Context: an optimization exercise on an open-source flow, tuned for small area, a short achievable clock period and few clock cycles. The choices shown serve that exercise and are no tape-out recipe.
The RTL was checked by simulation tests, not by an equivalence proof against the original design.
Power and IR drop assume default switching activity.

===== flow/config.mk =====
export PLATFORM = sky130hd
export DESIGN_NAME = dci_serializer
export DESIGN_NICKNAME = dci_serializer
export VERILOG_FILES = /design/flow/design.v
export SDC_FILE = /design/flow/constraint.sdc
export NUM_CORES = 4
export LEC_CHECK = 0
export CAP_MARGIN = 20
export CORE_MARGIN = 2
export CORE_UTILIZATION = 30
export PLACE_DENSITY = 0.45
export SLEW_MARGIN = 20

===== flow/constraint.sdc =====
create_clock -name core_clock -period 14.0 [get_ports {clk}]
set_input_delay 2.8000 -clock core_clock [delete_from_list [all_inputs] [get_ports {clk}]]
set_output_delay 2.8000 -clock core_clock [all_outputs]
set_load 0.01 [all_outputs]

===== flow/design.v =====
module dci_serializer (
    input  wire        clk,
    input  wire        rst,         
    input  wire        cmd_valid,
    output wire        cmd_ready,
    input  wire [31:0] cmd_data,
    input  wire [3:0]  rd_idx,
    output reg  [31:0] rd_data,
    output reg         done
);
    localparam [3:0] C_ILLEGAL = 4'h1, C_RSVD_HDR = 4'h2, C_FINALIZED = 4'h3,
                     C_APP_WIDTH = 4'h4, C_APP_VALUE = 4'h5, C_OVERFLOW = 4'h6,
                     C_FIELD = 4'h7, C_RSVD_VAL = 4'h8, C_NRB = 4'h9,
                     C_FREQ = 4'hA, C_HOPCFG = 4'hB, C_PSIZE = 4'hC;
    localparam [3:0] K_WIDTH = 4'd0, K_NRB = 4'd1, K_HOPCNT = 4'd2, K_HOPFLAG = 4'd3,
                     K_HOPOFF = 4'd4, K_FREQ = 4'd5, K_SMI = 4'd6, K_TBS = 4'd7,
                     K_PSIZE = 4'd8;
    localparam [2:0] B_NONE = 3'd0, B_CLEAR = 3'd1, B_ZEROS = 3'd2, B_APPEND = 3'd3,
                     B_FINAL = 3'd4, B_FIELD = 3'd5, B_COMMIT = 3'd6, B_FAULT = 3'd7;
    reg          halted;
    reg          in_cmd;        
    reg  [7:0]   opc;
    reg  [3:0]   k;             
    reg  [8:0]   nrb;
    reg  [4:0]   fw;
    reg  [1:0]   h;
    reg          hf;
    reg          sulp, sul;
    reg  [1:0]   smi;
    reg  [6:0]   L;             
    reg          pb;            
    reg          pf;            
    reg  [3:0]   pcause, pfield;
    reg  [2:0]   b_op;
    reg          b_first;       
    reg          b_freq;        
    reg  [31:0]  R;
    reg  [6:0]   b_s;
    reg  [7:0]   b_len;
    reg  [127:0] bank0, bank1;
    reg          acc_ptr, out_ptr;
    reg  [7:0]   acc_len, out_len;
    reg          acc_final, out_valid, fault;
    assign cmd_ready = ~halted;
    wire   accept = cmd_valid & ~halted;
    wire [31:0] v = cmd_data;
    wire       is_pack = opc[4];
    wire [2:0] o       = opc[2:0];
    reg  [3:0] nops;
    always @* begin
        if (!is_pack) nops = (o == 3'd2) ? 4'd2 : 4'd1;    
        else case (o)
            3'd0: nops = 4'd14;
            3'd1: nops = 4'd9;
            3'd2: nops = 4'd13;
            3'd3: nops = 4'd9;
            3'd4: nops = 4'd8;
            3'd5: nops = 4'd7;
            3'd6: nops = 4'd12;
            default: nops = 4'd6;
        endcase
    end
    wire last = (k == nops);
    reg  [7:0] ck;
    always @* begin
        ck = {K_WIDTH, 4'd0};
        case (o)
            3'd0: case (k)
                4'd1:  ck = {K_NRB, 4'd0};
                4'd2:  ck = {K_HOPCNT, 4'd0};
                4'd3:  ck = {K_HOPFLAG, 4'd0};
                4'd4:  ck = {K_HOPOFF, 4'd0};
                4'd5:  ck = {K_FREQ, 4'd0};
                4'd6:  ck = {K_WIDTH, 4'd4};
                4'd7:  ck = {K_WIDTH, 4'd5};
                4'd8:  ck = {K_WIDTH, 4'd1};
                4'd9:  ck = {K_WIDTH, 4'd2};
                4'd10: ck = {K_WIDTH, 4'd4};
                4'd11: ck = {K_WIDTH, 4'd2};
                4'd12: ck = {K_WIDTH, 4'd1};
                4'd13: ck = {K_WIDTH, 4'd1};
                default: ck = {K_PSIZE, 4'd0};
            endcase
            3'd1: case (k)
                4'd1:  ck = {K_NRB, 4'd0};
                4'd2:  ck = {K_HOPFLAG, 4'd0};
                4'd3:  ck = {K_HOPOFF, 4'd0};
                4'd4:  ck = {K_FREQ, 4'd0};
                4'd5:  ck = {K_WIDTH, 4'd4};
                4'd6:  ck = {K_WIDTH, 4'd5};
                4'd7:  ck = {K_WIDTH, 4'd2};
                4'd8:  ck = {K_WIDTH, 4'd2};
                default: ck = {K_PSIZE, 4'd0};
            endcase
            3'd2: case (k)
                4'd1:  ck = {K_NRB, 4'd0};
                4'd2:  ck = {K_FREQ, 4'd0};
                4'd3:  ck = {K_WIDTH, 4'd4};
                4'd4:  ck = {K_WIDTH, 4'd1};
                4'd5:  ck = {K_WIDTH, 4'd5};
                4'd6:  ck = {K_WIDTH, 4'd1};
                4'd7:  ck = {K_WIDTH, 4'd2};
                4'd8:  ck = {K_WIDTH, 4'd4};
                4'd9:  ck = {K_WIDTH, 4'd2};
                4'd10: ck = {K_WIDTH, 4'd2};
                4'd11: ck = {K_WIDTH, 4'd3};
                4'd12: ck = {K_WIDTH, 4'd3};
                default: ck = {K_PSIZE, 4'd0};
            endcase
            3'd3: case (k)
                4'd1:  ck = {K_NRB, 4'd0};
                4'd2:  ck = {K_SMI, 4'd0};
                4'd3:  ck = {K_WIDTH, 4'd8};
                4'd4:  ck = {K_FREQ, 4'd0};
                4'd5:  ck = {K_WIDTH, 4'd4};
                4'd6:  ck = {K_WIDTH, 4'd1};
                4'd7:  ck = {K_WIDTH, 4'd5};
                4'd8:  ck = {K_TBS, 4'd0};
                default: ck = {K_PSIZE, 4'd0};
            endcase
            3'd4: case (k)
                4'd1:  ck = {K_NRB, 4'd0};
                4'd2:  ck = {K_FREQ, 4'd0};
                4'd3:  ck = {K_WIDTH, 4'd4};
                4'd4:  ck = {K_WIDTH, 4'd1};
                4'd5:  ck = {K_WIDTH, 4'd5};
                4'd6:  ck = {K_WIDTH, 4'd2};
                4'd7:  ck = {K_WIDTH, 4'd1};
                default: ck = {K_PSIZE, 4'd0};
            endcase
            3'd5: case (k)
                4'd1:  ck = {K_NRB, 4'd0};
                4'd2:  ck = {K_FREQ, 4'd0};
                4'd3:  ck = {K_WIDTH, 4'd4};
                4'd4:  ck = {K_WIDTH, 4'd1};
                4'd5:  ck = {K_WIDTH, 4'd5};
                4'd6:  ck = {K_TBS, 4'd0};
                default: ck = {K_PSIZE, 4'd0};
            endcase
            3'd6: case (k)
                4'd1:  ck = {K_NRB, 4'd0};
                4'd2:  ck = {K_FREQ, 4'd0};
                4'd3:  ck = {K_WIDTH, 4'd4};
                4'd4:  ck = {K_WIDTH, 4'd1};
                4'd5:  ck = {K_WIDTH, 4'd5};
                4'd6:  ck = {K_WIDTH, 4'd1};
                4'd7:  ck = {K_WIDTH, 4'd2};
                4'd8:  ck = {K_WIDTH, 4'd4};
                4'd9:  ck = {K_WIDTH, 4'd2};
                4'd10: ck = {K_WIDTH, 4'd3};
                4'd11: ck = {K_WIDTH, 4'd3};
                default: ck = {K_PSIZE, 4'd0};
            endcase
            default: case (k)    
                4'd1:  ck = {K_WIDTH, 4'd1};
                4'd2:  ck = {K_WIDTH, 4'd14};
                4'd3:  ck = {K_WIDTH, 4'd4};
                4'd4:  ck = {K_WIDTH, 4'd4};
                4'd5:  ck = {K_WIDTH, 4'd3};
                default: ck = {K_WIDTH, 4'd1};
            endcase
        endcase
    end
    wire [3:0] ck_kind = ck[7:4];
    wire [3:0] ck_w    = ck[3:0];
    function [4:0] fw_of;
        input [8:0] n;
        begin
            if      (n <= 9'd1)   fw_of = 5'd0;
            else if (n <= 9'd2)   fw_of = 5'd2;
            else if (n <= 9'd3)   fw_of = 5'd3;
            else if (n <= 9'd5)   fw_of = 5'd4;
            else if (n <= 9'd7)   fw_of = 5'd5;
            else if (n <= 9'd10)  fw_of = 5'd6;
            else if (n <= 9'd15)  fw_of = 5'd7;
            else if (n <= 9'd22)  fw_of = 5'd8;
            else if (n <= 9'd31)  fw_of = 5'd9;
            else if (n <= 9'd44)  fw_of = 5'd10;
            else if (n <= 9'd63)  fw_of = 5'd11;
            else if (n <= 9'd90)  fw_of = 5'd12;
            else if (n <= 9'd127) fw_of = 5'd13;
            else if (n <= 9'd180) fw_of = 5'd14;
            else if (n <= 9'd255) fw_of = 5'd15;
            else                  fw_of = 5'd16;
        end
    endfunction
    function ge_pow;
        input [31:0] x;
        input [5:0]  w;
        integer j;
        begin
            ge_pow = 1'b0;
            for (j = 0; j < 32; j = j + 1)
                if (j >= w && x[j]) ge_pow = 1'b1;
        end
    endfunction
    wire [4:0] fw_free = fw - {3'd0, h};
    reg  [7:0] nat;
    always @* begin
        case (o)
            3'd0:    nat = 8'd20 + {3'd0, fw} + {7'd0, sulp};
            3'd1:    nat = 8'd15 + {3'd0, fw};
            3'd6:    nat = 8'd26 + {3'd0, fw};
            default: nat = 8'd28 + {3'd0, fw};
        endcase
    end
    reg        ck_fail;
    reg  [3:0] ck_cause;
    always @* begin
        ck_fail  = 1'b0;
        ck_cause = C_FIELD;
        case (ck_kind)
            K_WIDTH: ck_fail = ge_pow(v, {2'd0, ck_w});
            K_NRB: begin
                ck_cause = C_NRB;
                ck_fail  = (v == 32'd0) || (v > 32'd275);
            end
            K_HOPCNT: begin
                ck_cause = C_RSVD_VAL;
                ck_fail  = (v != 32'd0) && (v != 32'd2) && (v != 32'd4);
            end
            K_HOPFLAG: begin
                if (v > 32'd1) ck_fail = 1'b1;
                else if (v[0] && (h == 2'd0 || fw < {3'd0, h})) begin
                    ck_fail  = 1'b1;
                    ck_cause = C_HOPCFG;
                end
            end
            K_HOPOFF: ck_fail = ge_pow(v, {4'd0, h});
            K_FREQ: begin    
                ck_cause = C_FREQ;
                ck_fail  = hf && ge_pow(v, {1'b0, fw_free});
            end
            K_SMI: begin
                if (v > 32'd3) ck_fail = 1'b1;
                else if (v == 32'd0) begin
                    ck_fail  = 1'b1;
                    ck_cause = C_RSVD_VAL;
                end
            end
            K_TBS: begin
                if (v > 32'd3) ck_fail = 1'b1;
                else if (v == 32'd3) begin
                    ck_fail  = 1'b1;
                    ck_cause = C_RSVD_VAL;
                end
            end
            default: begin    
                ck_cause = C_PSIZE;
                ck_fail  = (v[31:8] != 24'd0) || (v[7:0] > 8'd128) || (v[7:0] < nat);
            end
        endcase
    end
    reg  [4:0]  ew;
    reg  [31:0] ev;
    reg         eskip;     
    always @* begin
        ew = 5'd0;
        ev = 32'd0;
        eskip = 1'b0;
        case (o)
            3'd0, 3'd1: begin    
                case ((o == 3'd1 && k != 4'd1) ? k + 4'd1 : k)
                    4'd1:  begin ew = 5'd1; ev = 32'd0; end
                    4'd4:  begin ew = hf ? {3'd0, h} : 5'd0; ev = hf ? v : 32'd0; end
                    4'd5:  begin ew = hf ? fw_free : fw; ev = v; end
                    4'd6:  begin ew = 5'd5; ev = {v[30:0], hf}; end
                    4'd7:  begin ew = 5'd5; ev = v; end
                    4'd8:  if (o == 3'd0) begin ew = 5'd1; ev = v; end
                           else begin ew = 5'd2; ev = v; end    
                    4'd9:  begin ew = 5'd2; ev = v; end
                    4'd10: begin ew = 5'd4; ev = v; end
                    4'd11: begin ew = 5'd2; ev = v; end
                    default: ;
                endcase
            end
            3'd3: case (k)    
                4'd2:  begin ew = 5'd2;  ev = v; end
                4'd3:  begin ew = 5'd8;  ev = v; eskip = ~smi[1]; end
                4'd4:  begin ew = fw;    ev = v; eskip = ~smi[0]; end
                4'd5:  begin ew = 5'd4;  ev = v; eskip = ~smi[0]; end
                4'd6:  begin ew = 5'd1;  ev = v; eskip = ~smi[0]; end
                4'd7:  begin ew = 5'd5;  ev = v; eskip = ~smi[0]; end
                4'd8:  begin ew = 5'd2;  ev = v; eskip = ~smi[0]; end
                default: ;
            endcase
            3'd7: begin ew = {1'b0, ck_w}; ev = v; end    
            default: begin    
                if (k == 4'd1) begin
                    ew = (o == 3'd2 || o == 3'd6) ? 5'd1 : 5'd0;
                    ev = (o == 3'd2 || o == 3'd6) ? 32'd1 : 32'd0;
                end else if (k == 4'd2) begin
                    ew = fw; ev = v;
                end else if (!last) begin
                    ew = (ck_kind == K_TBS) ? 5'd2 : {1'b0, ck_w}; ev = v;
                end
            end
        endcase
    end
    wire       final_fwd = (b_op == B_FINAL || b_op == B_COMMIT) ? 1'b1 :
                           (b_op == B_CLEAR) ? 1'b0 : acc_final;
    wire       w_big     = (v[31:6] != 26'd0) || (v[5] && v[4:0] != 5'd0);
    wire [8:0] app_end   = {1'b0, acc_len} + {3'd0, v[5:0]};
    wire [8:0] zer_end   = {1'b0, acc_len} + {1'b0, v[7:0]};
    wire [17:0] n_sq  = nrb * (nrb + 9'd1);
    wire [16:0] t_rb  = n_sq[17:1];
    wire        freq_fail = b_freq && ((R[31:16] != 16'd0) || ({1'b0, R[15:0]} >= t_rb));
    wire [7:0] pk_end = {1'b0, L} + {3'd0, ew};
    always @(posedge clk) begin
        if (rst) begin
            halted <= 1'b0;
            in_cmd <= 1'b0;
            opc    <= 8'd0;
            k      <= 4'd0;
            pf     <= 1'b0;
            pcause <= 4'd0;
            pfield <= 4'd0;
            b_op   <= B_NONE;
            b_freq <= 1'b0;
            b_first <= 1'b0;
        end else begin
            b_op    <= B_NONE;
            b_freq  <= 1'b0;
            b_first <= 1'b0;
            if (freq_fail && !pf) begin
                pf     <= 1'b1;
                pcause <= C_FREQ;
                pfield <= k - 4'd1;
            end
            if (accept) begin
                if (!in_cmd) begin
                    opc  <= v[7:0];
                    k    <= 4'd1;
                    L    <= 7'd0;
                    pf   <= 1'b0;
                    hf   <= 1'b0;
                    sulp <= 1'b0;
                    pfield <= 4'd0;
                    if (v[31:8] != 24'd0) begin
                        pf <= 1'b1; pcause <= C_RSVD_HDR;
                        b_op <= B_FAULT; halted <= 1'b1;
                    end else case (v[7:0])
                        8'h01: b_op <= B_CLEAR;
                        8'h02, 8'h03, 8'h10, 8'h11, 8'h12, 8'h13,
                        8'h14, 8'h15, 8'h16, 8'h17: in_cmd <= 1'b1;
                        8'h04: if (final_fwd) begin
                                   pf <= 1'b1; pcause <= C_FINALIZED;
                                   b_op <= B_FAULT; halted <= 1'b1;
                               end else
                                   b_op <= B_FINAL;
                        default: begin
                            pf <= 1'b1; pcause <= C_ILLEGAL;
                            b_op <= B_FAULT; halted <= 1'b1;
                        end
                    endcase
                end else if (!is_pack) begin
                    k <= k + 4'd1;
                    if (o == 3'd3) begin    
                        in_cmd <= 1'b0;
                        b_len  <= zer_end[7:0];
                        if (acc_final) begin
                            pf <= 1'b1; pcause <= C_FINALIZED; pfield <= 4'd0;
                            b_op <= B_FAULT; halted <= 1'b1;
                        end else if (v[31:8] != 24'd0 || zer_end > 9'd128) begin
                            pf <= 1'b1; pcause <= C_OVERFLOW; pfield <= 4'd1;
                            b_op <= B_FAULT; halted <= 1'b1;
                        end else
                            b_op <= B_ZEROS;
                    end else if (k == 4'd1) begin    
                        R <= v;
                    end else begin                   
                        in_cmd <= 1'b0;
                        b_len  <= app_end[7:0];
                        b_s    <= 7'd0 - app_end[6:0];
                        if (acc_final) begin
                            pf <= 1'b1; pcause <= C_FINALIZED; pfield <= 4'd0;
                            b_op <= B_FAULT; halted <= 1'b1;
                        end else if (w_big) begin
                            pf <= 1'b1; pcause <= C_APP_WIDTH; pfield <= 4'd2;
                            b_op <= B_FAULT; halted <= 1'b1;
                        end else if (ge_pow(R, v[5:0])) begin
                            pf <= 1'b1; pcause <= C_APP_VALUE; pfield <= 4'd1;
                            b_op <= B_FAULT; halted <= 1'b1;
                        end else if (app_end > 9'd128) begin
                            pf <= 1'b1; pcause <= C_OVERFLOW; pfield <= 4'd2;
                            b_op <= B_FAULT; halted <= 1'b1;
                        end else
                            b_op <= B_APPEND;
                    end
                end else begin
                    k <= k + 4'd1;
                    if (!pf && !freq_fail && ck_fail) begin
                        pf     <= 1'b1;
                        pcause <= ck_cause;
                        pfield <= k;
                    end
                    if (k == 4'd1) begin
                        pb  <= ~acc_ptr;
                        nrb <= v[8:0];
                        fw  <= fw_of(v[8:0]);
                        h   <= (v[8:0] < 9'd50) ? 2'd1 : 2'd2;    
                    end
                    if (o == 3'd0 && k == 4'd2)
                        h <= (v == 32'd4) ? 2'd2 : (v == 32'd2) ? 2'd1 : 2'd0;
                    if ((o == 3'd0 && k == 4'd3) || (o == 3'd1 && k == 4'd2))
                        hf <= v[0];
                    if (o == 3'd0 && k == 4'd12) sulp <= v[0];
                    if (o == 3'd0 && k == 4'd13) sul  <= v[0];
                    if (o == 3'd3 && k == 4'd2)  smi  <= v[1:0];
                    b_freq <= (ck_kind == K_FREQ);
                    if (last) begin
                        in_cmd <= 1'b0;
                        if (pf || freq_fail || ck_fail) begin
                            b_op <= B_FAULT; halted <= 1'b1;
                        end else
                            b_op <= B_COMMIT;
                        if (o == 3'd7) begin    
                            R     <= v;
                            b_len <= pk_end;
                            b_s   <= 7'd0 - pk_end[6:0];
                        end else begin
                            R     <= {31'd0, (o == 3'd0) & sulp & sul};
                            b_len <= v[7:0];
                            b_s   <= 7'd0 - v[6:0];
                        end
                    end else begin
                        b_op    <= eskip ? B_NONE : B_FIELD;
                        b_first <= (k == 4'd1);
                        R       <= ev;
                        L       <= pk_end[6:0];
                        b_s     <= 7'd0 - pk_end[6:0];
                    end
                end
            end
        end
    end
    wire [127:0] sh = {96'd0, R} << b_s;
    reg  k0, k1, w0, w1;
    always @* begin
        k0 = 1'b1; k1 = 1'b1; w0 = 1'b0; w1 = 1'b0;
        if (rst) begin
            k0 = 1'b0; k1 = 1'b0;
        end else case (b_op)
            B_CLEAR:  if (out_ptr) k0 = 1'b0; else k1 = 1'b0;
            B_APPEND: if (acc_ptr) w1 = 1'b1; else w0 = 1'b1;
            B_FIELD, B_COMMIT: begin
                if (pb) begin w1 = 1'b1; k1 = ~b_first; end
                else    begin w0 = 1'b1; k0 = ~b_first; end
            end
            default: ;
        endcase
    end
    always @(posedge clk) begin
        bank0 <= (bank0 & {128{k0}}) | (sh & {128{w0}});
        bank1 <= (bank1 & {128{k1}}) | (sh & {128{w1}});
    end
    always @(posedge clk) begin
        if (rst) begin
            acc_ptr   <= 1'b0;
            acc_len   <= 8'd0;
            acc_final <= 1'b0;
            out_valid <= 1'b0;
            fault     <= 1'b0;
            done      <= 1'b0;
        end else begin
            done <= (b_op != B_NONE) && (b_op != B_FIELD);
            case (b_op)
                B_CLEAR: begin
                    acc_ptr   <= ~out_ptr;
                    acc_len   <= 8'd0;
                    acc_final <= 1'b0;
                end
                B_ZEROS, B_APPEND: acc_len <= b_len;
                B_FINAL: begin
                    out_ptr   <= acc_ptr;
                    out_len   <= acc_len;
                    out_valid <= 1'b1;
                    acc_final <= 1'b1;
                end
                B_COMMIT: begin
                    acc_ptr   <= pb;
                    out_ptr   <= pb;
                    acc_len   <= b_len;
                    out_len   <= b_len;
                    out_valid <= 1'b1;
                    acc_final <= 1'b1;
                end
                B_FAULT: begin
                    fault     <= 1'b1;
                    out_valid <= 1'b0;
                end
                default: ;
            endcase
        end
    end
    wire [127:0] accv = acc_ptr ? bank1 : bank0;
    wire [127:0] outv = out_ptr ? bank1 : bank0;
    always @* begin
        case (rd_idx)
            4'h0: rd_data = {29'd0, out_valid, acc_final, fault};
            4'h1: rd_data = fault ? {12'd0, pfield, opc, 4'd0, pcause} : 32'd0;
            4'h2: rd_data = {24'd0, acc_len};
            4'h3: rd_data = {24'd0, out_len};
            4'h4: rd_data = accv[127:96];
            4'h5: rd_data = accv[95:64];
            4'h6: rd_data = accv[63:32];
            4'h7: rd_data = accv[31:0];
            4'h8: rd_data = outv[127:96];
            4'h9: rd_data = outv[95:64];
            4'hA: rd_data = outv[63:32];
            4'hB: rd_data = outv[31:0];
            default: rd_data = 32'd0;
        endcase
    end
endmodule

===== flow/run.sh =====
#!/bin/bash
# synth_recipe.tcl (not shown) runs the flow's synth.tcl, then flattens the netlist and writes it again
# the make line also repeats each setting of config.mk as NAME=value (left out here)
make -C /OpenROAD-flow-scripts/flow DESIGN_CONFIG=/design/flow/config.mk WORK_HOME=/design/flow/orfs CLKGATE_MAP_FILE= SYNTH_SCRIPT=/design/flow/synth_recipe.tcl finish

==> impl_metrics.prom, run 1 <==
# TYPE chip_impl_metric gauge
chip_impl_info{name="setup.worst_path.class",value="primary input to output pin"} 1
chip_impl_metric{name="core_area",unit="µm²"} 91520
chip_impl_metric{name="max_cap_viol_count",unit=""} 0
chip_impl_metric{name="initial_core_util",unit=""} 0.3025
chip_impl_metric{name="pre_cts_ws",unit="ps"} 4990
chip_impl_metric{name="ys_seq_elements",unit=""} 411
chip_impl_metric{name="synth.top_cell.area_share",unit=""} 0.2358
chip_impl_metric{name="place.gp.congestion",unit=""} 0.9086
chip_impl_metric{name="max_slew.worst_pin.slew",unit="ps"} 1222
chip_impl_metric{name="post-route-drc-count",unit=""} 0
chip_impl_metric{name="drt_wl_total",unit="µm"} 115600
chip_impl_metric{name="number_of_antenna_violations_at_the_first_check_in_global_routing",unit=""} 2
chip_impl_metric{name="nets_finish",unit=""} 3378
chip_impl_metric{name="clockPowerShare",unit=""} 0.465
chip_impl_metric{name="fin_skew",unit="ps"} 22.00
chip_impl_info{name="netlist.top_cell.by_area",value="sky130_fd_sc_hd__dfxtp_1"} 1
chip_impl_metric{name="antenna_cells_inserted",unit=""} 0
chip_impl_metric{name="route.vias.total",unit=""} 26444
chip_impl_metric{name="cts_setup_buffers",unit=""} 0
chip_impl_metric{name="pd_cells",unit="nW/µm²"} 94.25
chip_impl_info{name="critical_path.startpoint_type",value="primary input"} 1
chip_impl_metric{name="grt_pass1_vias",unit=""} 25800
chip_impl_metric{name="post_cts_hold_buffer_count",unit=""} 0
chip_impl_metric{name="vias_per_cell",unit=""} 6.018
chip_impl_metric{name="synth_enable_flop_cells",unit=""} 85
chip_impl_metric{name="sequential_share_of_power",unit=""} 0.419
chip_impl_metric{name="portion_of_the_post_synthesis_area_used_by_sequential_elements",unit=""} 0.3280
chip_impl_metric{name="post_drt_wl_per_cell",unit="µm"} 26.31
chip_impl_metric{name="die_y",unit="µm"} 307.8
chip_impl_metric{name="dpl.hpwl",unit="µm"} 81290
chip_impl_metric{name="postRouteAntennaNets",unit=""} 0
chip_impl_metric{name="pwr-share-comb",unit=""} 0.116
chip_impl_metric{name="count_of_endpoints_failing_hold_in_the_final_timing_report",unit=""} 0
chip_impl_metric{name="net_sw_frac",unit=""} 0.2731
chip_impl_metric{name="synth_nets",unit=""} 3430
chip_impl_metric{name="r2r_slack",unit="ps"} 5210
chip_impl_metric{name="maxClockFrequency",unit="MHz"} 109.7
chip_impl_metric{name="initialDrtViolationCount",unit=""} 2914
chip_impl_info{name="cts_tree",value="yes"} 1
chip_impl_metric{name="clock_insertion_delay_worst_skew",unit="ps"} 610
chip_impl_metric{name="final_layout_size_suffix_gt1_frac",unit=""} 0.08759
chip_impl_metric{name="timing.critical_path.fanout_max",unit=""} 18
chip_impl_metric{name="globalRouteOverflowTotal",unit=""} 0
chip_impl_metric{name="post_synth.cell_area_avg",unit="µm²"} 8.589
chip_impl_metric{name="final_max_slew_viol_count",unit=""} 0
chip_impl_metric{name="clkSlewWorstSetupHoldPaths",unit="ps"} 60
chip_impl_info{name="cp-end-kind",value="output pin"} 1
chip_impl_info{name="worstSetupStartpoint",value="rd_idx[1]"} 1
chip_impl_metric{name="post_cts_resize_count",unit=""} 0
chip_impl_metric{name="wire_length_of_the_first_global_routing_pass",unit="µm"} 171900
chip_impl_metric{name="required",unit="ps"} 11200
chip_impl_metric{name="clock_sinks",unit=""} 411
chip_impl_info{name="min_path_type",value="register to register"} 1
chip_impl_metric{name="power.switching",unit="µW"} 805.8
chip_impl_metric{name="netlist_area",unit="µm²"} 27680
chip_impl_metric{name="grt_use_total",unit=""} 0.2379
chip_impl_metric{name="number_of_top_level_pins",unit=""} 73
chip_impl_metric{name="post-route-worst-setup-slack",unit="ps"} 4888
chip_impl_info{name="ys_flop_type",value="sky130_fd_sc_hd__dfxtp_1"} 1
chip_impl_metric{name="io_buffer_count",unit=""} 72
chip_impl_metric{name="final_min_period_over_clock_period",unit=""} 0.6509
chip_impl_metric{name="flow.area_growth_from_synthesis",unit="%"} 13.11
chip_impl_metric{name="synthDistinctLibCells",unit=""} 103
chip_impl_metric{name="totalNegativeSetupSlack",unit="ps"} 0
chip_impl_metric{name="numCtsBuffers",unit=""} 48
chip_impl_metric{name="clockBufferDepth",unit=""} 3
chip_impl_info{name="grt_setup_unrepaired",value="false"} 1
chip_impl_info{name="run_status",value="no timing/DRC/antenna violations"} 1
chip_impl_metric{name="timing.final.setup_violations",unit=""} 0
chip_impl_metric{name="slew_headroom",unit=""} 0.1854
chip_impl_info{name="worst_r2r_endpoint",value="pfield[0]"} 1
chip_impl_metric{name="placement_rows",unit=""} 111
chip_impl_metric{name="ff2ff_path_depth",unit=""} 33
chip_impl_info{name="cts.root.buffer_cell",value="sky130_fd_sc_hd__clkbuf_16"} 1
chip_impl_metric{name="die_footprint",unit="µm²"} 94720
chip_impl_info{name="final_cell_mix",value="328 x sky130_fd_sc_hd__nand2_1, 326 x sky130_fd_sc_hd__dfxtp_1, 219 x sky130_fd_sc_hd__o21ai_0"} 1
chip_impl_metric{name="power.internal",unit="mW"} 2.145
chip_impl_info{name="mostFrequentLayoutCell",value="sky130_fd_sc_hd__nand2_1"} 1
chip_impl_metric{name="timing.hold.ws",unit="ps"} 451.3
chip_impl_metric{name="post_synth_inst_count",unit=""} 3223
chip_impl_info{name="setup.worst_path.end",value="rd_data[12]"} 1
chip_impl_metric{name="fin_crit",unit="ps"} 9112
chip_impl_info{name="r2r-start",value="nrb[2]"} 1
chip_impl_metric{name="dieWidth",unit="µm"} 307.8
chip_impl_metric{name="h-tree-depth",unit=""} 2
chip_impl_metric{name="detailedRoute.firstPassIterationCount",unit=""} 6
chip_impl_metric{name="peak_supply_drop",unit="µV"} 84.24
chip_impl_info{name="synth.top_cells.by_area",value="sky130_fd_sc_hd__dfxtp_1 24%, sky130_fd_sc_hd__edfxtp_1 9.2%, sky130_fd_sc_hd__a22o_1 6.6%, sky130_fd_sc_hd__ha_1 4.9%, sky130_fd_sc_hd__nand2_1 4.5%"} 1
chip_impl_metric{name="ys_warn_count",unit=""} 1
chip_impl_metric{name="grt_max_degree",unit=""} 72
chip_impl_metric{name="report.power.total",unit="mW"} 2.951
chip_impl_metric{name="worst-endpoint-arrival",unit="ps"} 6310
chip_impl_metric{name="async_reset_ff_frac",unit=""} 0
chip_impl_metric{name="cellLeakagePower",unit="nW"} 11.70
## worst max-delay path, stage by stage
cell                              delay (ps)
sky130_fd_sc_hd__clkdlybuf4s50_1         760
sky130_fd_sc_hd__nand2_1                 170
sky130_fd_sc_hd__nor2_1                  120
sky130_fd_sc_hd__buf_4                   290
sky130_fd_sc_hd__a22o_1                  670
sky130_fd_sc_hd__buf_4                   430
sky130_fd_sc_hd__a22o_1                  200
sky130_fd_sc_hd__a221oi_1                 50
sky130_fd_sc_hd__nand3_1                 210
sky130_fd_sc_hd__clkdlybuf4s50_1         580
## routing by layer
layer  vias up  routed length, µm  global-route usage
li1      11933                  -                   -
met3       227               7715             0.03104
met1     13098              50270              0.3221
met2      1184              53470              0.3889
met5         -                 11                   0
met4         2               4125             0.08134
## through the flow
step / utilization / std cells / area [µm²]
floorplan: - / 3223 / 27680
global placement: 0.3231 / 4307 / 29570
detailed placement: 0.3231 / 4307 / 29570
CTS: 0.3419 / 4394 / 31300
global route: 0.3421 / 4394 / 31310
finish: 0.3421 / 4394 / 31310
## cell usage after synthesis, drive strengths merged (44+ instances only)
master and number:
nor2 216, nand2 330, ha 109, edfxtp 85
nor3 57, inv 163, a21oi 150, fa 59
o31ai 56, nand3 90, o22ai 53, a22oi 105
o21ai 224, clkbuf 197, nand2b 71, mux2i 68
buf 44, a22o 208, a221oi 71, dfxtp 326
nor2b 44
## state kept, by name (all words and copies together), names as in the netlist, 2 cells and up, named ones only
signal / cells
b_op: 3
b_s: 7
bank1: 128
out_len: 8
acc_len: 8
k: 4
L: 7
bank0: 128
smi: 2
opc: 8
R: 32
pcause: 4
fw: 5
b_len: 8
h: 2
pfield: 4
nrb: 9
## worst min path at each step
stage | to | depth (start not counted) | slack [ps] | startpoint
floorplan | bank0[54] | 2 | 420 | bank0[54]
global placement | bank0[15] | 2 | 430 | bank0[15]
detailed placement | bank0[33] | 2 | 440 | bank0[33]
CTS | bank0[52] | 2 | 460 | bank0[52]
global route | bank0[52] | 2 | 480 | bank0[52]
finish | bank0[52] | 2 | 450 | bank0[52]
## layout make-up
class	count	area, µm²
Clock inverter	21	279.0
Multi-Input combinational cell	2404	17180
Timing Repair Buffer	139	1219
Tap cell	1186	1484
Inverter	167	626.9
Fill cell	9445	60210
Clock buffer	66	1443
Sequential cell	411	9079
## kinds of logic after synthesis
kind of cell / count (synthesis) / synth area share
xor+xnor: 58 / 0.01862
flops: 411 / 0.3280
simple gates: 930 / 0.1587
fa+ha+maj: 169 / 0.09230
buf+inv: 408 / 0.05709
compound gates: 1117 / 0.2869
mux: 130 / 0.05835
## power by group through the flow
stage,Combinational [mW],Sequential (mW),Clock [mW]
floorplan,0.211,1.25,0
global placement,0.334,1.26,0
detailed placement,0.337,1.26,0
CTS,0.338,1.24,1.40
global route,0.369,1.24,1.44
finish,0.343,1.24,1.37
Testbench counts, summed over its fixed seeds: cycles 15,871.
==> run 2, diff against run 1 <==
--- a/flow/config.mk
+++ b/flow/config.mk
@@ -9,4 +9,5 @@
 export CORE_MARGIN = 2
 export CORE_UTILIZATION = 30
 export PLACE_DENSITY = 0.45
+export SETUP_SLACK_MARGIN = 5
 export SLEW_MARGIN = 20
==> run 2 against run 1 <==
Against the previous run: total power hardly changed; critical endpoint is now rd_data[11]; final cell count is the same; die area unchanged; synthesized cell count unchanged; worst setup slack improved by 200 ps; register-to-register slack better by 410 ps.
==> impl_metrics.prom, run 2 <==
# TYPE chip_impl_metric gauge
chip_impl_info{name="run_status",value="no timing/DRC/antenna violations"} 1
chip_impl_info{name="min_path_type",value="register to register"} 1
chip_impl_metric{name="post_drt_wl_per_cell",unit="µm"} 26.28
chip_impl_info{name="timing.critical_path.mode_cell",value="sky130_fd_sc_hd__clkdlybuf4s50_1"} 1
chip_impl_metric{name="place.gp.congestion",unit=""} 0.9086
chip_impl_metric{name="grt_pass1_vias",unit=""} 25800
chip_impl_metric{name="wire_length_of_the_first_global_routing_pass",unit="µm"} 171900
chip_impl_info{name="ys_flop_type",value="sky130_fd_sc_hd__dfxtp_1"} 1
chip_impl_metric{name="clkSlewWorstSetupHoldPaths",unit="ps"} 60
chip_impl_metric{name="pd_cells",unit="nW/µm²"} 94.15
chip_impl_info{name="synth_top_family_by_area",value="compound AO/OA/AOI/OAI gates"} 1
chip_impl_metric{name="netlist_area",unit="µm²"} 27680
chip_impl_metric{name="required",unit="ps"} 11200
chip_impl_info{name="cp-end-kind",value="output pin"} 1
chip_impl_metric{name="synthXorXnorAreaFrac",unit=""} 0.01862
chip_impl_metric{name="post-route-drc-count",unit=""} 0
chip_impl_info{name="cts.root.buffer_cell",value="sky130_fd_sc_hd__clkbuf_16"} 1
chip_impl_info{name="crit_path_cell_trace",value="clkdlybuf4s50_1, nand2b_2, nand2b_1, o22ai_4, a22o_1, a221oi_1, nand3_1, clkdlybuf4s50_1"} 1
chip_impl_metric{name="nets_finish",unit=""} 3378
chip_impl_metric{name="grt_use_total",unit=""} 0.2379
chip_impl_metric{name="synthDistinctLibCells",unit=""} 103
chip_impl_metric{name="ys_seq_elements",unit=""} 411
chip_impl_metric{name="totalNegativeSetupSlack",unit="ps"} 0
chip_impl_info{name="cts_tree",value="yes"} 1
chip_impl_metric{name="dieWidth",unit="µm"} 307.8
chip_impl_metric{name="crit_path_max_incr_delay",unit="ps"} 930
chip_impl_metric{name="synth.top_cell.area_share",unit=""} 0.2358
chip_impl_metric{name="core_area",unit="µm²"} 91520
chip_impl_metric{name="count_of_endpoints_failing_hold_in_the_final_timing_report",unit=""} 0
chip_impl_metric{name="dp.cells",unit=""} 4307
chip_impl_info{name="netlist.top_cell.by_area",value="sky130_fd_sc_hd__dfxtp_1"} 1
chip_impl_metric{name="cts_setup_buffers",unit=""} 0
chip_impl_metric{name="final_max_slew_viol_count",unit=""} 0
chip_impl_metric{name="placement_rows",unit=""} 111
chip_impl_metric{name="postRouteAntennaNets",unit=""} 0
chip_impl_info{name="top_regs",value="bank0: 128 flops, bank1: 128 flops, R: 32 flops"} 1
chip_impl_metric{name="vias_per_cell",unit=""} 5.996
chip_impl_metric{name="post-route-worst-setup-slack",unit="ps"} 5090
chip_impl_metric{name="ys_warn_count",unit=""} 1
chip_impl_metric{name="detailedRoute.firstPassIterationCount",unit=""} 7
chip_impl_metric{name="portion_of_the_post_synthesis_area_used_by_sequential_elements",unit=""} 0.3280
chip_impl_metric{name="worst-endpoint-arrival",unit="ps"} 6110
chip_impl_metric{name="fin_skew",unit="ps"} 24.12
chip_impl_info{name="critical_path.startpoint_type",value="primary input"} 1
chip_impl_info{name="cpMaxStageDelayCell",value="sky130_fd_sc_hd__o22ai_4"} 1
chip_impl_metric{name="cellLeakagePower",unit="nW"} 11.73
chip_impl_metric{name="post_synth_fa_ha_maj_area_fraction",unit=""} 0.09230
chip_impl_info{name="ys_top_cells_by_count",value="329 x sky130_fd_sc_hd__nand2_1, 326 x sky130_fd_sc_hd__dfxtp_1, 219 x sky130_fd_sc_hd__o21ai_0, 216 x sky130_fd_sc_hd__nor2_1, 208 x sky130_fd_sc_hd__a22o_1"} 1
chip_impl_metric{name="maxClockFrequency",unit="MHz"} 112.2
chip_impl_metric{name="die_y",unit="µm"} 307.8
chip_impl_metric{name="synth_nets",unit=""} 3430
chip_impl_metric{name="initialDrtViolationCount",unit=""} 2941
chip_impl_metric{name="max_cap_viol_count",unit=""} 0
chip_impl_info{name="grt_setup_unrepaired",value="false"} 1
chip_impl_metric{name="clockBufferDepth",unit=""} 3
chip_impl_info{name="yosys.cell_count.top_type",value="sky130_fd_sc_hd__nand2_1"} 1
chip_impl_metric{name="async_reset_ff_frac",unit=""} 0
chip_impl_info{name="mostFrequentLayoutCell",value="sky130_fd_sc_hd__nand2_1"} 1
chip_impl_metric{name="initial_core_util",unit=""} 0.3025
chip_impl_metric{name="final_layout_size_suffix_gt1_frac",unit=""} 0.08978
chip_impl_metric{name="die_footprint",unit="µm²"} 94720
chip_impl_metric{name="post_cts_resize_count",unit=""} 1
chip_impl_metric{name="final-instance-count-excl-fill",unit=""} 4394
chip_impl_metric{name="io_buffer_count",unit=""} 72
chip_impl_metric{name="post-route-util",unit=""} 0.3424
chip_impl_metric{name="drt_wl_total",unit="µm"} 115500
chip_impl_metric{name="antenna_cells_inserted",unit=""} 0
chip_impl_metric{name="fin_crit",unit="ps"} 8910
chip_impl_metric{name="dpl.hpwl",unit="µm"} 81290
chip_impl_metric{name="timing.final.setup_violations",unit=""} 0
chip_impl_metric{name="layout.cell_area.non_filler",unit="µm²"} 31340
chip_impl_info{name="synth.top_cells.by_area",value="sky130_fd_sc_hd__dfxtp_1 24%, sky130_fd_sc_hd__edfxtp_1 9.2%, sky130_fd_sc_hd__a22o_1 6.6%, sky130_fd_sc_hd__ha_1 4.9%, sky130_fd_sc_hd__nand2_1 4.5%"} 1
chip_impl_metric{name="number_of_antenna_violations_at_the_first_check_in_global_routing",unit=""} 2
chip_impl_metric{name="flow.area_growth_from_synthesis",unit="%"} 13.20
chip_impl_metric{name="post_synth_inst_count",unit=""} 3223
chip_impl_metric{name="synth.area.mux_share",unit=""} 0.05835
chip_impl_metric{name="h-tree-depth",unit=""} 2
chip_impl_metric{name="peak_supply_drop",unit="µV"} 83.97
chip_impl_metric{name="number_of_top_level_pins",unit=""} 73
chip_impl_metric{name="clock_insertion_delay_worst_skew",unit="ps"} 610
chip_impl_metric{name="slew_headroom",unit=""} 0.1971
chip_impl_metric{name="synth-compound-area-share",unit=""} 0.2869
chip_impl_metric{name="timing.critical_path.fanout_max",unit=""} 22
chip_impl_metric{name="grt_max_degree",unit=""} 72
chip_impl_metric{name="post_cts_hold_buffer_count",unit=""} 0
chip_impl_metric{name="postPlaceCellArea",unit="µm²"} 29570
chip_impl_metric{name="max_slew.worst_pin.slew",unit="ps"} 1204
chip_impl_metric{name="post_synth.cell_area_avg",unit="µm²"} 8.589
chip_impl_metric{name="pre_cts_ws",unit="ps"} 4990
chip_impl_metric{name="route.vias.total",unit=""} 26348
chip_impl_metric{name="numCtsBuffers",unit=""} 48
chip_impl_info{name="setup.worst_path.class",value="primary input to output pin"} 1
chip_impl_metric{name="yosys.area_share.simple",unit=""} 0.1587
chip_impl_metric{name="clock_sinks",unit=""} 411
chip_impl_info{name="final_cell_mix",value="328 x sky130_fd_sc_hd__nand2_1, 326 x sky130_fd_sc_hd__dfxtp_1, 218 x sky130_fd_sc_hd__o21ai_0"} 1
chip_impl_metric{name="globalRouteOverflowTotal",unit=""} 0
chip_impl_metric{name="synth_enable_flop_cells",unit=""} 85
chip_impl_metric{name="final_min_period_over_clock_period",unit=""} 0.6364
[run 2: cell count changes in the layout (fill, tap and decap cells not counted), moves of 2 or more]
cell / previous run / this run
sky130_fd_sc_hd__nand2b_1: 68 / 66
sky130_fd_sc_hd__dlymetal6s2s_1: 0 / 3
sky130_fd_sc_hd__a22o_2: 0 / 3
sky130_fd_sc_hd__nand2b_2: 2 / 4
sky130_fd_sc_hd__clkdlybuf4s50_1: 71 / 68
sky130_fd_sc_hd__a22o_1: 208 / 205
[run 2: cells by family (layout without fill, tap and decap cells)]
kind of cell	after synthesis	in the layout
fa+ha+maj	169	169
simple gates	930	930
mux	130	130
compound gates	1117	1117
xor+xnor	58	58
buf+inv	408	393
flops	411	411
[run 2: area by class of cell]
type / count / area (µm²)
fillers: 9442 / 60190
flip-flops and latches: 411 / 9079
clock inverters: 21 / 279.0
multi-input cells: 2404 / 17200
well taps: 1186 / 1484
repair buffers: 139 / 1226
clock buffers: 66 / 1443
inverters: 167 / 626.9
[run 2: power by group]
part | internal [mW] | switching [mW] | leakage (nW)
logic | 0.107 | 0.235 | 7.49
registers | 1.22 | 0.0132 | 3.41
clock network | 0.815 | 0.556 | 0.839
[run 2: routing by layer]
metal / global-route usage / vias up / part of all wire / routed length, µm
met1: 0.3221 / 13045 / 0.44 / 50570
met3: 0.03104 / 225 / 0.063 / 7313
met5: 0 / - / 0.000095 / 11
li1: - / 11935 / - / -
met4: 0.08134 / 2 / 0.035 / 3994
met2: 0.3889 / 1141 / 0.46 / 53560
[run 2: final timing paths]
check | from | to | slack, ps | cells after the start
worst max-delay path | rd_idx[2] | rd_data[11] | 5090 | 8
worst min-delay path | bank0[52] | bank0[52] | 450 | 2
worst max register to register | nrb[2] | pf | 5620 | 33
worst min register to register | bank0[52] | bank0[52] | 450 | 2
[run 2: worst max-delay path: cells and delay by family]
| family | cells | cell delay, ps |
|---|---|---|
| buffers and inverters | 2 | 1170 |
| AO/OA/AOI/OAI | 3 | 1230 |
| AND/OR/NAND/NOR | 3 | 880 |
[run 2: per-stage QoR]
stage	hold WS [ps]	total power [mW]
6_report	452.3	2.950
5_1_grt	480.4	3.048
4_1_cts	457.7	2.970
3_5_place_dp	442.4	1.599
3_3_place_gp	434.0	1.596
2_1_floorplan	420.9	1.465
==> run 3, diff against run 2 <==
--- a/flow/design.v
+++ b/flow/design.v
@@ -27,16 +27,13 @@
     reg          hf;
     reg          sulp, sul;
     reg  [1:0]   smi;
-    reg  [6:0]   L;             
     reg          pb;            
     reg          pf;            
     reg  [3:0]   pcause, pfield;
     reg  [2:0]   b_op;
     reg          b_first;       
-    reg          b_freq;        
-    reg  [31:0]  R;
-    reg  [6:0]   b_s;
-    reg  [7:0]   b_len;
+    reg  [31:0]  R;             
+    reg  [7:0]   pos;           
     reg  [127:0] bank0, bank1;
     reg          acc_ptr, out_ptr;
     reg  [7:0]   acc_len, out_len;
@@ -195,6 +192,19 @@
         end
     endfunction
     wire [4:0] fw_free = fw - {3'd0, h};
+    reg  [16:0] trow [0:8];
+    integer     ti, tj;
+    always @* begin
+        for (ti = 0; ti < 9; ti = ti + 1) trow[ti] = 17'd0;
+        trow[0][0] = nrb[0];
+        for (ti = 1; ti < 9; ti = ti + 1)
+            trow[ti] = trow[ti] | ({16'd0, nrb[ti]} << (2 * ti - 1));
+        for (ti = 0; ti < 9; ti = ti + 1)
+            for (tj = ti + 1; tj < 9; tj = tj + 1)
+                trow[ti] = trow[ti] | ({16'd0, nrb[ti] & nrb[tj]} << (ti + tj));
+    end
+    wire [16:0] t_rb = trow[0] + trow[1] + trow[2] + trow[3] + trow[4] + trow[5] +
+                       trow[6] + trow[7] + trow[8] + {9'd0, nrb[8:1]};
     reg  [7:0] nat;
     always @* begin
         case (o)
@@ -227,9 +237,10 @@
                 end
             end
             K_HOPOFF: ck_fail = ge_pow(v, {4'd0, h});
-            K_FREQ: begin    
+            K_FREQ: begin
                 ck_cause = C_FREQ;
-                ck_fail  = hf && ge_pow(v, {1'b0, fw_free});
+                ck_fail  = (v[31:16] != 16'd0) || ({1'b0, v[15:0]} >= t_rb) ||
+                           (hf && ge_pow(v, {1'b0, fw_free}));
             end
             K_SMI: begin
                 if (v > 32'd3) ck_fail = 1'b1;
@@ -302,10 +313,7 @@
     wire       w_big     = (v[31:6] != 26'd0) || (v[5] && v[4:0] != 5'd0);
     wire [8:0] app_end   = {1'b0, acc_len} + {3'd0, v[5:0]};
     wire [8:0] zer_end   = {1'b0, acc_len} + {1'b0, v[7:0]};
-    wire [17:0] n_sq  = nrb * (nrb + 9'd1);
-    wire [16:0] t_rb  = n_sq[17:1];
-    wire        freq_fail = b_freq && ((R[31:16] != 16'd0) || ({1'b0, R[15:0]} >= t_rb));
-    wire [7:0] pk_end = {1'b0, L} + {3'd0, ew};
+    wire [7:0] pk_end = pos + {3'd0, ew};
     always @(posedge clk) begin
         if (rst) begin
             halted <= 1'b0;
@@ -316,22 +324,15 @@
             pcause <= 4'd0;
             pfield <= 4'd0;
             b_op   <= B_NONE;
-            b_freq <= 1'b0;
             b_first <= 1'b0;
         end else begin
             b_op    <= B_NONE;
-            b_freq  <= 1'b0;
             b_first <= 1'b0;
-            if (freq_fail && !pf) begin
-                pf     <= 1'b1;
-                pcause <= C_FREQ;
-                pfield <= k - 4'd1;
-            end
             if (accept) begin
                 if (!in_cmd) begin
                     opc  <= v[7:0];
                     k    <= 4'd1;
-                    L    <= 7'd0;
+                    pos  <= 8'd0;
                     pf   <= 1'b0;
                     hf   <= 1'b0;
                     sulp <= 1'b0;
@@ -357,7 +358,7 @@
                     k <= k + 4'd1;
                     if (o == 3'd3) begin    
                         in_cmd <= 1'b0;
-                        b_len  <= zer_end[7:0];
+                        pos    <= zer_end[7:0];
                         if (acc_final) begin
                             pf <= 1'b1; pcause <= C_FINALIZED; pfield <= 4'd0;
                             b_op <= B_FAULT; halted <= 1'b1;
@@ -370,8 +371,7 @@
                         R <= v;
                     end else begin                   
                         in_cmd <= 1'b0;
-                        b_len  <= app_end[7:0];
-                        b_s    <= 7'd0 - app_end[6:0];
+                        pos    <= app_end[7:0];
                         if (acc_final) begin
                             pf <= 1'b1; pcause <= C_FINALIZED; pfield <= 4'd0;
                             b_op <= B_FAULT; halted <= 1'b1;
@@ -389,7 +389,7 @@
                     end
                 end else begin
                     k <= k + 4'd1;
-                    if (!pf && !freq_fail && ck_fail) begin
+                    if (!pf && ck_fail) begin
                         pf     <= 1'b1;
                         pcause <= ck_cause;
                         pfield <= k;
@@ -407,34 +407,31 @@
                     if (o == 3'd0 && k == 4'd12) sulp <= v[0];
                     if (o == 3'd0 && k == 4'd13) sul  <= v[0];
                     if (o == 3'd3 && k == 4'd2)  smi  <= v[1:0];
-                    b_freq <= (ck_kind == K_FREQ);
                     if (last) begin
                         in_cmd <= 1'b0;
-                        if (pf || freq_fail || ck_fail) begin
+                        if (pf || ck_fail) begin
                             b_op <= B_FAULT; halted <= 1'b1;
                         end else
                             b_op <= B_COMMIT;
                         if (o == 3'd7) begin    
-                            R     <= v;
-                            b_len <= pk_end;
-                            b_s   <= 7'd0 - pk_end[6:0];
+                            R   <= v;
+                            pos <= pk_end;
                         end else begin
-                            R     <= {31'd0, (o == 3'd0) & sulp & sul};
-                            b_len <= v[7:0];
-                            b_s   <= 7'd0 - v[6:0];
+                            R   <= {31'd0, (o == 3'd0) & sulp & sul};
+                            pos <= v[7:0];
                         end
                     end else begin
                         b_op    <= eskip ? B_NONE : B_FIELD;
                         b_first <= (k == 4'd1);
                         R       <= ev;
-                        L       <= pk_end[6:0];
-                        b_s     <= 7'd0 - pk_end[6:0];
+                        pos     <= pk_end;
                     end
                 end
             end
         end
     end
-    wire [127:0] sh = {96'd0, R} << b_s;
+    wire [6:0]   b_s = 7'd0 - pos[6:0];
+    wire [127:0] sh  = {96'd0, R} << b_s;
     reg  k0, k1, w0, w1;
     always @* begin
         k0 = 1'b1; k1 = 1'b1; w0 = 1'b0; w1 = 1'b0;
@@ -470,7 +467,7 @@
                     acc_len   <= 8'd0;
                     acc_final <= 1'b0;
                 end
-                B_ZEROS, B_APPEND: acc_len <= b_len;
+                B_ZEROS, B_APPEND: acc_len <= pos;
                 B_FINAL: begin
                     out_ptr   <= acc_ptr;
                     out_len   <= acc_len;
@@ -480,8 +477,8 @@
                 B_COMMIT: begin
                     acc_ptr   <= pb;
                     out_ptr   <= pb;
-                    acc_len   <= b_len;
-                    out_len   <= b_len;
+                    acc_len   <= pos;
+                    out_len   <= pos;
                     out_valid <= 1'b1;
                     acc_final <= 1'b1;
                 end
@@ -493,23 +490,20 @@
             endcase
         end
     end
-    wire [127:0] accv = acc_ptr ? bank1 : bank0;
-    wire [127:0] outv = out_ptr ? bank1 : bank0;
+    wire       rd_acc = (rd_idx[3:2] == 2'd1);
+    wire       rd_out = (rd_idx[3:2] == 2'd2);
+    wire       rd_b1  = (rd_acc & acc_ptr) | (rd_out & out_ptr);
+    wire       rd_b0  = (rd_acc & ~acc_ptr) | (rd_out & ~out_ptr);
+    wire [3:0] rd_w   = 4'b0001 << rd_idx[1:0];
+    wire [3:0] rd_s   = (rd_idx[3:2] == 2'd0) ? rd_w : 4'd0;
+    integer    rj;
     always @* begin
-        case (rd_idx)
-            4'h0: rd_data = {29'd0, out_valid, acc_final, fault};
-            4'h1: rd_data = fault ? {12'd0, pfield, opc, 4'd0, pcause} : 32'd0;
-            4'h2: rd_data = {24'd0, acc_len};
-            4'h3: rd_data = {24'd0, out_len};
-            4'h4: rd_data = accv[127:96];
-            4'h5: rd_data = accv[95:64];
-            4'h6: rd_data = accv[63:32];
-            4'h7: rd_data = accv[31:0];
-            4'h8: rd_data = outv[127:96];
-            4'h9: rd_data = outv[95:64];
-            4'hA: rd_data = outv[63:32];
-            4'hB: rd_data = outv[31:0];
-            default: rd_data = 32'd0;
-        endcase
+        rd_data = ({32{rd_s[0]}} & {29'd0, out_valid, acc_final, fault}) |
+                  ({32{rd_s[1] & fault}} & {12'd0, pfield, opc, 4'd0, pcause}) |
+                  ({32{rd_s[2]}} & {24'd0, acc_len}) |
+                  ({32{rd_s[3]}} & {24'd0, out_len});
+        for (rj = 0; rj < 4; rj = rj + 1)
+            rd_data = rd_data | ({32{rd_b0 & rd_w[rj]}} & bank0[127 - 32 * rj -: 32]) |
+                                ({32{rd_b1 & rd_w[rj]}} & bank1[127 - 32 * rj -: 32]);
     end
 endmodule
==> flow/flow/run.sh (new file) <==
#!/bin/bash
# The standard layout, with repair_timing asked for 8 ns of setup slack
# (the clock, its period and the I/O constraints are the standard flow's, unchanged).
set -euo pipefail
bash standard.sh SETUP_SLACK_MARGIN=8 finish > make_finish.log 2>&1
==> flow/standard.sh (new file) <==
#!/bin/bash
# synth_recipe.tcl (not shown) runs the flow's synth.tcl, then flattens the netlist and writes it again
# the make line also repeats each setting of config.mk as NAME=value (left out here)
make -C /OpenROAD-flow-scripts/flow DESIGN_CONFIG=/design/flow/config.mk WORK_HOME=/design/flow/orfs CLKGATE_MAP_FILE= SYNTH_SCRIPT=/design/flow/synth_recipe.tcl "${@:-finish}"
--- a/flow/config.mk
+++ b/flow/config.mk
@@ -9,5 +9,4 @@
 export CORE_MARGIN = 2
 export CORE_UTILIZATION = 30
 export PLACE_DENSITY = 0.45
-export SETUP_SLACK_MARGIN = 5
 export SLEW_MARGIN = 20
removed: flow/run.sh
==> run 3 against run 2 <==
Against the previous run: still clean; synthesized cell count decreased by 13%; via count shrank 11%; worst hold slack improved by 4.0 ps; synthesized area fell by 13%; first-iteration DRC count is 27% lower; sequential cell count down 15; die area decreased by 13%; final cell count shrank 9.0%; core utilization is 3.5 points higher; total power up 8.9%; combinational power is 94% higher.
==> impl_metrics.prom, run 3 <==
# TYPE chip_impl_metric gauge
chip_impl_metric{name="power.switching",unit="mW"} 1.024
chip_impl_info{name="run_status",value="no timing/DRC/antenna violations"} 1
chip_impl_info{name="ys_flop_type",value="sky130_fd_sc_hd__dfxtp_1"} 1
chip_impl_metric{name="vias_per_cell",unit=""} 5.896
chip_impl_metric{name="clockBufferDepth",unit=""} 3
chip_impl_metric{name="number_of_antenna_violations_at_the_first_check_in_global_routing",unit=""} 2
chip_impl_metric{name="synth-compound-area-share",unit=""} 0.2933
chip_impl_metric{name="pre_cts_ws",unit="ps"} 5228
chip_impl_info{name="grt_setup_unrepaired",value="true"} 1
chip_impl_metric{name="clock_insertion_delay_worst_skew",unit="ps"} 640
chip_impl_metric{name="dpl.hpwl",unit="µm"} 65950
chip_impl_metric{name="drt_wl_total",unit="µm"} 100400
chip_impl_metric{name="peak_supply_drop",unit="µV"} 85.95
chip_impl_info{name="cts_tree",value="yes"} 1
chip_impl_info{name="cts.root.buffer_cell",value="sky130_fd_sc_hd__clkbuf_16"} 1
chip_impl_metric{name="async_reset_ff_frac",unit=""} 0
chip_impl_info{name="critical_path.startpoint_type",value="primary input"} 1
chip_impl_metric{name="max_cap_viol_count",unit=""} 0
chip_impl_metric{name="post-route-util",unit=""} 0.3770
chip_impl_metric{name="crit_path_max_incr_delay",unit="ps"} 280
chip_impl_info{name="crit_path_cell_trace",value="buf_12, inv_16, nor3_4, a31oi_4, buf_6, nor2_4, clkbuf_16, buf_8, buf_6, a221oi_2, nand3_1, buf_2"} 1
chip_impl_metric{name="clkSlewWorstSetupHoldPaths",unit="ps"} 60
chip_impl_metric{name="pd_cells",unit="nW/µm²"} 107.7
chip_impl_metric{name="globalRouteOverflowTotal",unit=""} 0
chip_impl_metric{name="placement_rows",unit=""} 103
chip_impl_metric{name="flow.area_growth_from_synthesis",unit="%"} 24.38
chip_impl_metric{name="portion_of_the_post_synthesis_area_used_by_sequential_elements",unit=""} 0.3601
chip_impl_info{name="min_path_type",value="register to register"} 1
chip_impl_metric{name="clock_sinks",unit=""} 396
chip_impl_info{name="worst_r2r_endpoint",value="pfield[0]"} 1
chip_impl_metric{name="required",unit="ps"} 11200
chip_impl_metric{name="initialDrtViolationCount",unit=""} 2141
chip_impl_metric{name="fin_skew",unit="ps"} 61.04
chip_impl_info{name="netlist.top_cell.by_area",value="sky130_fd_sc_hd__dfxtp_1"} 1
chip_impl_metric{name="grt_use_total",unit=""} 0.2355
chip_impl_metric{name="timing.critical_path.fanout_max",unit=""} 6
chip_impl_metric{name="ys_warn_count",unit=""} 2
chip_impl_metric{name="die_footprint",unit="µm²"} 82230
chip_impl_metric{name="dieWidth",unit="µm"} 286.8
chip_impl_metric{name="postRouteAntennaNets",unit=""} 0
chip_impl_info{name="cp-end-kind",value="output pin"} 1
chip_impl_metric{name="max_slew.worst_pin.slew",unit="ps"} 1100
chip_impl_metric{name="worst-endpoint-arrival",unit="ps"} 4590
chip_impl_metric{name="die_y",unit="µm"} 286.8
chip_impl_info{name="top_regs",value="bank0: 128 flops, bank1: 128 flops, R: 32 flops"} 1
chip_impl_info{name="timing.critical_path.mode_cell",value="sky130_fd_sc_hd__buf_6"} 1
chip_impl_metric{name="post_cts_hold_buffer_count",unit=""} 0
chip_impl_metric{name="post_synth_inst_count",unit=""} 2811
chip_impl_metric{name="sequential_share_of_power",unit=""} 0.377
chip_impl_metric{name="yosys.area_share.simple",unit=""} 0.1560
chip_impl_metric{name="pwr-share-comb",unit=""} 0.207
chip_impl_metric{name="slew_headroom",unit=""} 0.2658
chip_impl_metric{name="synth_nets",unit=""} 2970
chip_impl_metric{name="count_of_endpoints_failing_hold_in_the_final_timing_report",unit=""} 0
chip_impl_metric{name="net_sw_frac",unit=""} 0.3187
chip_impl_metric{name="initial_core_util",unit=""} 0.3031
chip_impl_info{name="ys_top_cells_by_count",value="368 x sky130_fd_sc_hd__nand2_1, 325 x sky130_fd_sc_hd__dfxtp_1, 207 x sky130_fd_sc_hd__o21ai_0, 195 x sky130_fd_sc_hd__a22o_1, 187 x sky130_fd_sc_hd__nor2_1"} 1
chip_impl_metric{name="netlist_area",unit="µm²"} 23990
chip_impl_metric{name="r2r_slack",unit="ps"} 7970
chip_impl_metric{name="place.gp.congestion",unit=""} 0.9082
chip_impl_metric{name="number_of_top_level_pins",unit=""} 73
chip_impl_metric{name="final_min_period_over_clock_period",unit=""} 0.5275
chip_impl_metric{name="cellLeakagePower",unit="nW"} 11.45
chip_impl_metric{name="antenna_cells_inserted",unit=""} 0
chip_impl_metric{name="synth.area.mux_share",unit=""} 0.05519
chip_impl_metric{name="synth_enable_flop_cells",unit=""} 71
chip_impl_info{name="cpMaxStageDelayCell",value="sky130_fd_sc_hd__a31oi_4"} 1
chip_impl_info{name="yosys.cell_count.top_type",value="sky130_fd_sc_hd__nand2_1"} 1
chip_impl_metric{name="numCtsBuffers",unit=""} 47
chip_impl_metric{name="post_synth_fa_ha_maj_area_fraction",unit=""} 0.07084
chip_impl_metric{name="detailedRoute.firstPassIterationCount",unit=""} 7
chip_impl_metric{name="combined_area_of_the_multi_input_logic_cells",unit="µm²"} 15120
chip_impl_info{name="worstSetupStartpoint",value="rd_idx[2]"} 1
chip_impl_metric{name="power.internal",unit="mW"} 2.189
chip_impl_info{name="mostFrequentLayoutCell",value="sky130_fd_sc_hd__nand2_1"} 1
chip_impl_metric{name="post_drt_wl_per_cell",unit="µm"} 25.11
chip_impl_metric{name="final_max_slew_viol_count",unit=""} 0
chip_impl_metric{name="post-route-drc-count",unit=""} 0
chip_impl_metric{name="clockPowerShare",unit=""} 0.415
chip_impl_metric{name="post_synth.cell_area_avg",unit="µm²"} 8.533
chip_impl_metric{name="synth.top_cell.area_share",unit=""} 0.2713
chip_impl_info{name="synth_top_family_by_area",value="compound AO/OA/AOI/OAI gates"} 1
chip_impl_metric{name="wire_length_of_the_first_global_routing_pass",unit="µm"} 149500
chip_impl_metric{name="ys_seq_elements",unit=""} 396
chip_impl_metric{name="maxClockFrequency",unit="MHz"} 135.4
chip_impl_metric{name="route.vias.total",unit=""} 23580
chip_impl_metric{name="final_layout_size_suffix_gt1_frac",unit=""} 0.1726
chip_impl_metric{name="synthXorXnorAreaFrac",unit=""} 0.01789
chip_impl_metric{name="post-route-worst-setup-slack",unit="ps"} 6615
chip_impl_metric{name="nFillCells",unit=""} 8011
chip_impl_metric{name="nets_finish",unit=""} 3069
chip_impl_info{name="synth.top_cells.by_area",value="sky130_fd_sc_hd__dfxtp_1 27%, sky130_fd_sc_hd__edfxtp_1 8.9%, sky130_fd_sc_hd__a22o_1 7.1%, sky130_fd_sc_hd__nand2_1 5.8%, sky130_fd_sc_hd__ha_1 5.0%"} 1
chip_impl_metric{name="synthDistinctLibCells",unit=""} 85
chip_impl_info{name="final_cell_mix",value="365 x sky130_fd_sc_hd__nand2_1, 325 x sky130_fd_sc_hd__dfxtp_1, 201 x sky130_fd_sc_hd__o21ai_0"} 1
chip_impl_metric{name="grt_pass1_vias",unit=""} 22927
chip_impl_metric{name="grt_max_degree",unit=""} 83
chip_impl_metric{name="cp.buffers_inverters",unit=""} 7
chip_impl_metric{name="fin_crit",unit="ps"} 7385
chip_impl_metric{name="timing.final.setup_violations",unit=""} 0
chip_impl_metric{name="whs_path_cells",unit=""} 2
chip_impl_metric{name="cp.depth",unit=""} 12
chip_impl_metric{name="sequential_cell_area",unit="µm²"} 8638
chip_impl_metric{name="core_area",unit="µm²"} 79130
chip_impl_metric{name="io_buffer_count",unit=""} 72
chip_impl_info{name="cpLargestDelayFamily",value="buffers and inverters"} 1
chip_impl_metric{name="totalNegativeSetupSlack",unit="ps"} 0
chip_impl_info{name="setup.worst_path.end",value="rd_data[1]"} 1
chip_impl_info{name="r2r-start",value="nrb[3]"} 1
chip_impl_metric{name="h-tree-depth",unit=""} 2
chip_impl_metric{name="ff2ff_path_depth",unit=""} 31
chip_impl_info{name="setup.worst_path.class",value="primary input to output pin"} 1
run 3: changes by cell type after synthesis, sizes merged, moves of 26 or more:
| cell | delta |
|---|---|
| o31ai | -46 |
| nor2 | -29 |
| inv | -92 |
| nand2 | +39 |
| a221o | +29 |
| a221oi | -42 |
| a21oi | +26 |
| nand2b | -50 |
| fa | -34 |
run 3: per-layer routing:
metal | part of all wire | vias up | GRT usage
li1 | - | 10756 | -
met1 | 0.43 | 11772 | 0.3089
met2 | 0.48 | 860 | 0.4032
met3 | 0.057 | 192 | 0.02417
met4 | 0.035 | 0 | 0.08008
met5 | 0 | - | 0
run 3: cell families after synthesis:
logic type,after synthesis
buffers and inverters,290
xor gates and xnor gates,49
adders and majority gates,121
DFF,396
muxes,98
and+or+nand+nor,836
AOI/OAI and AO/OA,1021
run 3: stage by stage:
| step | hold slack [ps] | total power [mW] | area [µm²] | cells |
|---|---|---|---|---|
| 2_1_floorplan | 419.9 | 1.609 | 24190 | 2811 |
| 3_3_place_gp | 439.1 | 1.828 | 25910 | 3776 |
| 3_5_place_dp | 444.5 | 1.832 | 25910 | 3776 |
| 4_1_cts | 461.7 | 3.206 | 29180 | 3969 |
| 5_1_grt | 484.1 | 3.330 | 29830 | 3999 |
| 6_report | 456.2 | 3.214 | 29830 | 3999 |
run 3: area by class of cell:
class,instances,share of cell area
Multi-Input combinational cell,2126,0.5069
Sequential cell,396,0.2896
Timing Repair Buffer,265,0.09265
Clock buffer,64,0.04597
Tap cell,1050,0.04404
Clock inverter,24,0.01107
Inverter,74,0.009856
run 3: how the worst min path moves through the flow:
stage,from,endpoint,slack (ps)
2_1_floorplan,bank0[6],bank0[6],420
3_3_place_gp,bank0[15],bank0[15],440
3_5_place_dp,bank0[21],bank0[21],440
4_1_cts,bank1[30],bank1[30],460
5_1_grt,bank0[22],bank0[22],480
6_report,bank1[30],bank1[30],460
run 3: repair_timing:
item,in CTS,in global routing
endpoints found under the setup margin,44,43
gates cloned,13,3
setup buffers,92,27
pin swaps,56,71
resized for setup,277,99
run 3: power by group through the flow:
stage | Sequential [mW] | Combinational, mW | Clock [mW]
floorplan | 1.22 | 0.391 | 0
global placement | 1.24 | 0.591 | 0
detailed placement | 1.24 | 0.595 | 0
CTS | 1.21 | 0.639 | 1.35
global route | 1.22 | 0.713 | 1.40
finish | 1.21 | 0.666 | 1.33
run 3: worst min-delay path, stage by stage (launching register included):
cell and delay (ps):
sky130_fd_sc_hd__dfxtp_1 330, sky130_fd_sc_hd__nand2_1 40, sky130_fd_sc_hd__o21ai_0 50
Testbench counts of run 3, summed over its fixed seeds: cycles 15,871.

-- what the ideal ports hide --
No port has a modelled driver above. Below, the same layouts with a new extraction and two added sets of constraints.
Step 1, drivers: a clkbuf_16 drives clk and a buf_2 each remaining input, both assumed.
Step 2 times the ports against the registers' clock, not the clock port: input delays grow and output delays shrink by t, the midpoint of the rising clock arrivals with the driver on.
a / b / c = no drivers / after step 1 / after step 2; a / b = the first two.
| run | t (ns) | slack for setup (ns) | worst setup path at the end | latest minus earliest clock arrival (ns) |
|---|---|---|---|---|
| run 1 | 0.663 | 4.888 / 4.857 / 4.857 | input to output | 0.025 / 0.025 |
| run 2 | 0.665 | 5.090 / 5.068 / 5.068 | input to output | 0.028 / 0.027 |
| run 3 | 0.664 | 6.615 / 6.557 / 6.557 | input to output | 0.063 / 0.063 |
After both steps setup and hold are still met in every run listed. For run 3, which loses most, drivers alone change the setup slack by -0.058 ns; drivers and shift together by -0.058 ns.
